Context: an optimization exercise on an open-source flow, tuned for small area, a short achievable clock period and few clock cycles. The choices shown serve that exercise and are no tape-out recipe.
Power is estimated from default activity; no workload was simulated.

==> flow/design.v <==
module boo_encoder (
  input  wire       clk,
  input  wire       rst,         
  input  wire       in_valid,
  output wire       in_ready,
  input  wire [7:0] in_data,
  input  wire       in_eof,
  input  wire       in_err,
  output wire       out_valid,
  input  wire       out_ready,
  output wire [7:0] out_data,
  input  wire       out_err,
  output wire [2:0] seq,
  output wire [1:0] err
);
  localparam [2:0] PH_HDR  = 3'b000,    
                   PH_HLF  = 3'b001,    
                   PH_DAT  = 3'b010,    
                   PH_TRL  = 3'b011,    
                   PH_DONE = 3'b110,
                   PH_ABR  = 3'b100,    
                   PH_ABW  = 3'b101;    
  localparam [7:0] CH_CR = 8'h0D, CH_LF = 8'h0A;
  reg  [2:0] ph;
  reg        p_lf, p_c3, p_z;   
  reg        ov;
  reg  [7:0] od;
  reg        g1, g2;            
  reg  [6:0] acc;               
  reg  [5:0] col;               
  reg  [1:0] fill;              
  reg        hd_v, hd_e, hd_z;
  reg  [7:0] hd_b;
  reg        ir_v, ir_e, ir_z;
  reg  [7:0] ir_b;
  assign out_valid = ov;
  assign out_data  = od;
  assign seq = {ph[2] & ~ph[1], ph[2] & ph[1], ph[1]};
  assign err = {ph[2] & ~ph[1] & ph[0], ph[2] & ~ph[1] & ~ph[0]};
  assign in_ready = ~ir_v;
  wire slot     = ~ov | out_ready;
  wire out_fire = ov & out_ready;
  wire in_fire  = in_valid & in_ready;
  wire rd_fail  = in_fire & in_err;
  wire wr_fail  = out_fire & out_err;
  wire       src_v = hd_v;
  wire [7:0] sb    = hd_b;
  wire       kE    = hd_e;
  wire       kZ    = hd_z;                       
  wire       kN    = ~kE & ~kZ;
  wire hdr = (ph == PH_HDR);
  wire g0  = ~g1 & ~g2;
  reg  pnd;                                      
  wire w4  = (col >= 6'd35);           
  wire w2  = (col == 6'd36);           
  wire n0  = (acc == 7'd0);
  wire n1  = (acc == 7'd1);
  wire n78 = (acc == 7'd78);
  wire nb  = ~n0 & ~n1;                          
  wire f0  = (fill == 2'd0);
  wire b0  = ~hdr & g0;
  wire sil = kZ & b0 & (p_c3 | n0 | (nb & ~n78));
  wire s_lit  = ~hdr & ~g0;                                 
  wire s_run  = kZ & b0 & n1 & ~w2;                         
  wire s_cut  = kZ & b0 & n78;                              
  wire s_c0   = kN & b0 & n0 & ~w4;                         
  wire s_zl   = ~kZ & b0 & n1 & ~w4;                        
  wire s_tn   = ~kZ & b0 & nb;                              
  wire s_pad  = kE & b0 & n0 & ~f0 & ~w2;                   
  wire s_trl  = kE & b0 & n0 & f0;                          
  wire s_wrap = b0 & ((kZ & n1 & w2) | (kN & (n0 | n1) & w4) |
                      (kE & ((n1 & w4) | (n0 & ~f0 & w2))));
  wire s_hb   = hdr & ~kE;
  wire s_he   = hdr & kE;
  wire do_pend = pnd & slot;
  wire do_sil  = src_v & sil & (~p_c3 | slot);
  wire do_step = src_v & ~sil & ~pnd & slot;
  wire fin_step = (s_lit & ~kE) | s_run | s_cut | s_c0 | s_trl | s_hb | s_he;
  wire done     = do_sil | (do_step & fin_step);
  wire take     = ~hd_v | done;            
  wire [7:0] in_b = in_eof ? 8'h00 : in_data;
  wire       in_z = ~in_eof & (in_data == 8'h00);
  function [3:0] TU(input [2:0] u);       
    TU = {1'b0, u + 3'd3};
  endfunction
  wire       c_cr = ~pnd & (s_he | s_wrap | s_trl);
  wire       c_c1 = ~pnd & s_lit & g1;
  wire       c_c2 = ~pnd & s_lit & g2;
  wire       c_c0 = ~pnd & s_c0;
  wire       c_tn = ~pnd & s_tn;
  wire       c_tl = ~pnd & (s_run | s_cut | s_pad);
  wire [3:0] vl = ({4{p_lf}} & 4'hA) |
                  ({4{c_cr}} & 4'hD) |
                  ({4{p_c3}} & acc[3:0]) |
                  ({4{c_c1}} & sb[7:4]) |
                  ({4{c_c2}} & {acc[1:0], sb[7:6]}) |
                  ({4{c_c0}} & sb[5:2]) |
                  ({4{c_tn}} & acc[3:0]) |
                  ({4{c_tl}} & 4'hE);
  wire [3:0] vu = ({4{p_c3}} & TU({1'b0, acc[5:4]})) |
                  ({4{c_c1}} & TU({1'b0, acc[1:0]})) |
                  ({4{c_c2}} & TU({1'b0, acc[3:2]})) |
                  ({4{c_c0}} & TU({1'b0, sb[7:6]})) |
                  ({4{c_tn}} & TU(acc[6:4])) |
                  ({4{c_tl}} & 4'h7) |
                  ({4{p_z | (~pnd & s_zl)}} & 4'h3);       
  wire [7:0] ch = (~pnd & s_hb) ? sb : {vu, vl};
  wire op_load = do_step & (s_lit | s_c0);
  wire op_inc  = (do_sil & ~p_c3) | (do_step & s_run);
  wire op_set1 = (do_sil & p_c3) | (do_step & s_cut);
  wire op_set0 = (do_pend & p_c3) | (do_step & (s_zl | s_tn));
  wire col_clr  = do_step & s_wrap;
  wire col_inc1 = do_step & (s_run | s_pad);
  wire col_inc2 = do_step & (s_c0 | s_zl);
  reg  [2:0] ph_n;
  always @* begin
    ph_n = ph;
    if (do_step & s_trl) ph_n = PH_TRL;
    if (do_step & s_he)  ph_n = PH_HLF;
    if (out_fire && !pnd) begin
      if (ph == PH_HLF && ph_n == PH_HLF) ph_n = PH_DAT;
      if (ph == PH_TRL) ph_n = PH_DONE;
    end
  end
  always @(posedge clk) begin
    if (rst) begin
      ph <= PH_HDR;
      ov <= 1'b0;
    end else if (wr_fail) begin
      ph <= PH_ABW;
      ov <= 1'b0;
    end else if (rd_fail) begin
      ph <= PH_ABR;
      ov <= 1'b0;
    end else if (ph[2]) begin
      ov <= 1'b0;                       
    end else begin
      ph <= ph_n;
      if (ph_n == PH_DONE) ov <= 1'b0;
      else if (slot) ov <= do_pend | do_step;
    end
  end
  always @(posedge clk) begin
    if (rst) begin
      p_lf   <= 1'b0;
      p_c3   <= 1'b0;
      p_z    <= 1'b0;
      pnd    <= 1'b0;
      g1     <= 1'b0;
      g2     <= 1'b0;
      acc    <= 7'd0;
      col    <= 6'd0;
      fill   <= 2'd0;
      hd_v   <= 1'b0;
      ir_v   <= 1'b0;
    end else begin
      if (do_pend) begin
        p_lf <= 1'b0;
        p_c3 <= 1'b0;
        p_z  <= 1'b0;
        pnd  <= 1'b0;
      end
      if (do_step & ((s_lit & g2) | s_wrap | s_trl | s_he | s_pad))
        pnd <= 1'b1;
      if (do_step) begin
        if (s_lit & g2) p_c3 <= 1'b1;
        if (s_wrap | s_trl | s_he) p_lf <= 1'b1;
        if (s_pad) p_z <= 1'b1;
        if (s_lit) begin
          g1 <= g0;                     
          g2 <= g1;
        end
        if (s_c0 | s_zl) g1 <= 1'b1;
        if (s_lit & kE) fill <= g1 ? 2'd2 : (f0 ? 2'd1 : fill);
        if (s_pad) fill <= fill - 2'd1;
      end
      if (op_load)      acc <= {1'b0, sb[5:0]};
      else if (op_inc)  acc <= acc + 7'd1;
      else if (op_set1) acc <= 7'd1;
      else if (op_set0) acc <= 7'd0;
      if (col_clr)       col <= 6'd0;
      else if (col_inc1) col <= col + 6'd1;
      else if (col_inc2) col <= col + 6'd2;
      if (take) hd_v <= ir_v | (in_fire & ~in_err);
      ir_v <= (ir_v & ~take) | (in_fire & ~in_err & ~(take & ~ir_v));
    end
  end
  always @(posedge clk) begin
    if (slot) od <= ch;
    if (take) begin
      hd_b <= ir_v ? ir_b : in_b;
      hd_e <= ir_v ? ir_e : in_eof;
      hd_z <= ir_v ? ir_z : in_z;
    end
    if (in_ready) begin
      ir_b <= in_b;
      ir_e <= in_eof;
      ir_z <= in_z;
    end
  end
endmodule
Settings: LEC_CHECK=0, CAP_MARGIN=20, CORE_MARGIN=2, CORE_UTILIZATION=60, SETUP_SLACK_MARGIN=2.8, SLEW_MARGIN=20; clock period 5.0 ns.
standard.sh (not shown) runs the stock make flow with config.mk's settings and CLKGATE_MAP_FILE= SYNTH_SCRIPT=/design/flow/synth_recipe.tcl, a recipe that flattens the netlist after the stock synthesis.
==> flow/flow/run.sh <==
#!/bin/bash
# The standard layout, with plain buffers (not delay cells) on the ports and
# a clock tree of larger sink clusters without dummy balancing loads.
set -euo pipefail
bash standard.sh 'BUFFER_PORTS_ARGS=-buffer_cell sky130_fd_sc_hd__buf_2' \
  'CTS_ARGS=-sink_clustering_enable -repair_clock_nets -dont_use_dummy_load -sink_clustering_size 30 -sink_clustering_max_diameter 200' \
  finish > standard_flow.log 2>&1
Then changed:
--- a/flow/design.v
+++ b/flow/design.v
@@ -49,9 +49,9 @@
   wire       kZ    = hd_z;                       
   wire       kN    = ~kE & ~kZ;
   wire hdr = (ph == PH_HDR);
   wire g0  = ~g1 & ~g2;
-  reg  pnd;                                      
+  wire pnd = p_lf | p_c3 | p_z;
   wire w4  = (col >= 6'd35);           
   wire w2  = (col == 6'd36);           
   wire n0  = (acc == 7'd0);
   wire n1  = (acc == 7'd1);
@@ -79,33 +79,18 @@
   wire done     = do_sil | (do_step & fin_step);
   wire take     = ~hd_v | done;            
   wire [7:0] in_b = in_eof ? 8'h00 : in_data;
   wire       in_z = ~in_eof & (in_data == 8'h00);
-  function [3:0] TU(input [2:0] u);       
-    TU = {1'b0, u + 3'd3};
-  endfunction
   wire       c_cr = ~pnd & (s_he | s_wrap | s_trl);
-  wire       c_c1 = ~pnd & s_lit & g1;
-  wire       c_c2 = ~pnd & s_lit & g2;
-  wire       c_c0 = ~pnd & s_c0;
-  wire       c_tn = ~pnd & s_tn;
-  wire       c_tl = ~pnd & (s_run | s_cut | s_pad);
-  wire [3:0] vl = ({4{p_lf}} & 4'hA) |
-                  ({4{c_cr}} & 4'hD) |
-                  ({4{p_c3}} & acc[3:0]) |
-                  ({4{c_c1}} & sb[7:4]) |
-                  ({4{c_c2}} & {acc[1:0], sb[7:6]}) |
-                  ({4{c_c0}} & sb[5:2]) |
-                  ({4{c_tn}} & acc[3:0]) |
-                  ({4{c_tl}} & 4'hE);
-  wire [3:0] vu = ({4{p_c3}} & TU({1'b0, acc[5:4]})) |
-                  ({4{c_c1}} & TU({1'b0, acc[1:0]})) |
-                  ({4{c_c2}} & TU({1'b0, acc[3:2]})) |
-                  ({4{c_c0}} & TU({1'b0, sb[7:6]})) |
-                  ({4{c_tn}} & TU(acc[6:4])) |
-                  ({4{c_tl}} & 4'h7) |
-                  ({4{p_z | (~pnd & s_zl)}} & 4'h3);       
-  wire [7:0] ch = (~pnd & s_hb) ? sb : {vu, vl};
+  wire [6:0] v = ({7{p_lf}}              & 7'd90) |
+                 ({7{c_cr}}              & 7'd93) |
+                 ({7{p_c3}}              & {1'b0, acc[5:0]}) |
+                 ({7{~pnd & s_lit & g1}} & {1'b0, acc[1:0], sb[7:4]}) |
+                 ({7{~pnd & s_lit & g2}} & {1'b0, acc[3:0], sb[7:6]}) |
+                 ({7{~pnd & s_c0}}       & {1'b0, sb[7:2]}) |
+                 ({7{~pnd & s_tn}}       & acc) |
+                 ({7{~pnd & (s_run | s_cut | s_pad)}} & 7'd78);
+  wire [7:0] ch = (~pnd & s_hb) ? sb : {1'b0, v[6:4] + 3'd3, v[3:0]};
   wire op_load = do_step & (s_lit | s_c0);
   wire op_inc  = (do_sil & ~p_c3) | (do_step & s_run);
   wire op_set1 = (do_sil & p_c3) | (do_step & s_cut);
   wire op_set0 = (do_pend & p_c3) | (do_step & (s_zl | s_tn));
@@ -144,9 +129,8 @@
     if (rst) begin
       p_lf   <= 1'b0;
       p_c3   <= 1'b0;
       p_z    <= 1'b0;
-      pnd    <= 1'b0;
       g1     <= 1'b0;
       g2     <= 1'b0;
       acc    <= 7'd0;
       col    <= 6'd0;
@@ -157,12 +141,9 @@
       if (do_pend) begin
         p_lf <= 1'b0;
         p_c3 <= 1'b0;
         p_z  <= 1'b0;
-        pnd  <= 1'b0;
       end
-      if (do_step & ((s_lit & g2) | s_wrap | s_trl | s_he | s_pad))
-        pnd <= 1'b1;
       if (do_step) begin
         if (s_lit & g2) p_c3 <= 1'b1;
         if (s_wrap | s_trl | s_he) p_lf <= 1'b1;
         if (s_pad) p_z <= 1'b1;
Utilization rose by 2.7 points.
Total power goes down by 9.9%.
Sequential power drops by about 3%.
Register-to-register slack gets worse by 0.34 ns.
Cell area went down by 4.2%.
Wire length decreases by 2.9%.
Non-clock buffer count shrinks by 5.
Worst setup slack gets worse by 0.34 ns.
Count of clock-buffer cells in the layout does not change.
Sequential share of layout area increases by 0.77 points.
First-iteration DRC count rose by 37%.
Function was not checked in any run of this note: the RTL went through the layout flow alone.

==> separate check: timing with driven ports <==
Ports are ideal in the flow. The routed layouts listed here were re-timed in OpenROAD.
Step 1: set_driving_cell puts a clkbuf_16 on clk and a buf_2 on each other input, an assumption about the parent block.
Step 2 moves the port delays by t, midway between the first and last clock arrival at a register: inputs arrive t later, outputs are due t later. That takes back most of the time a late clock gives input paths.
Slacks: no drivers / after step 1 / after step 2; pairs: no drivers / after step 1.
run | shift t [ns] | setup WS [ns] | worst setup path after step 2 | worst data-port slew with drivers (ns)
the first run | 0.334 | 2.681 / 2.681 / 2.511 | input to register | 0.03
the second run | 0.331 | 2.343 / 2.343 / 2.343 | register to register | 0.03
After both steps every run listed still meets setup and hold. The setup slack of the first run, which loses most, moves by 0.000 ns with the drivers and by -0.170 ns with both steps.
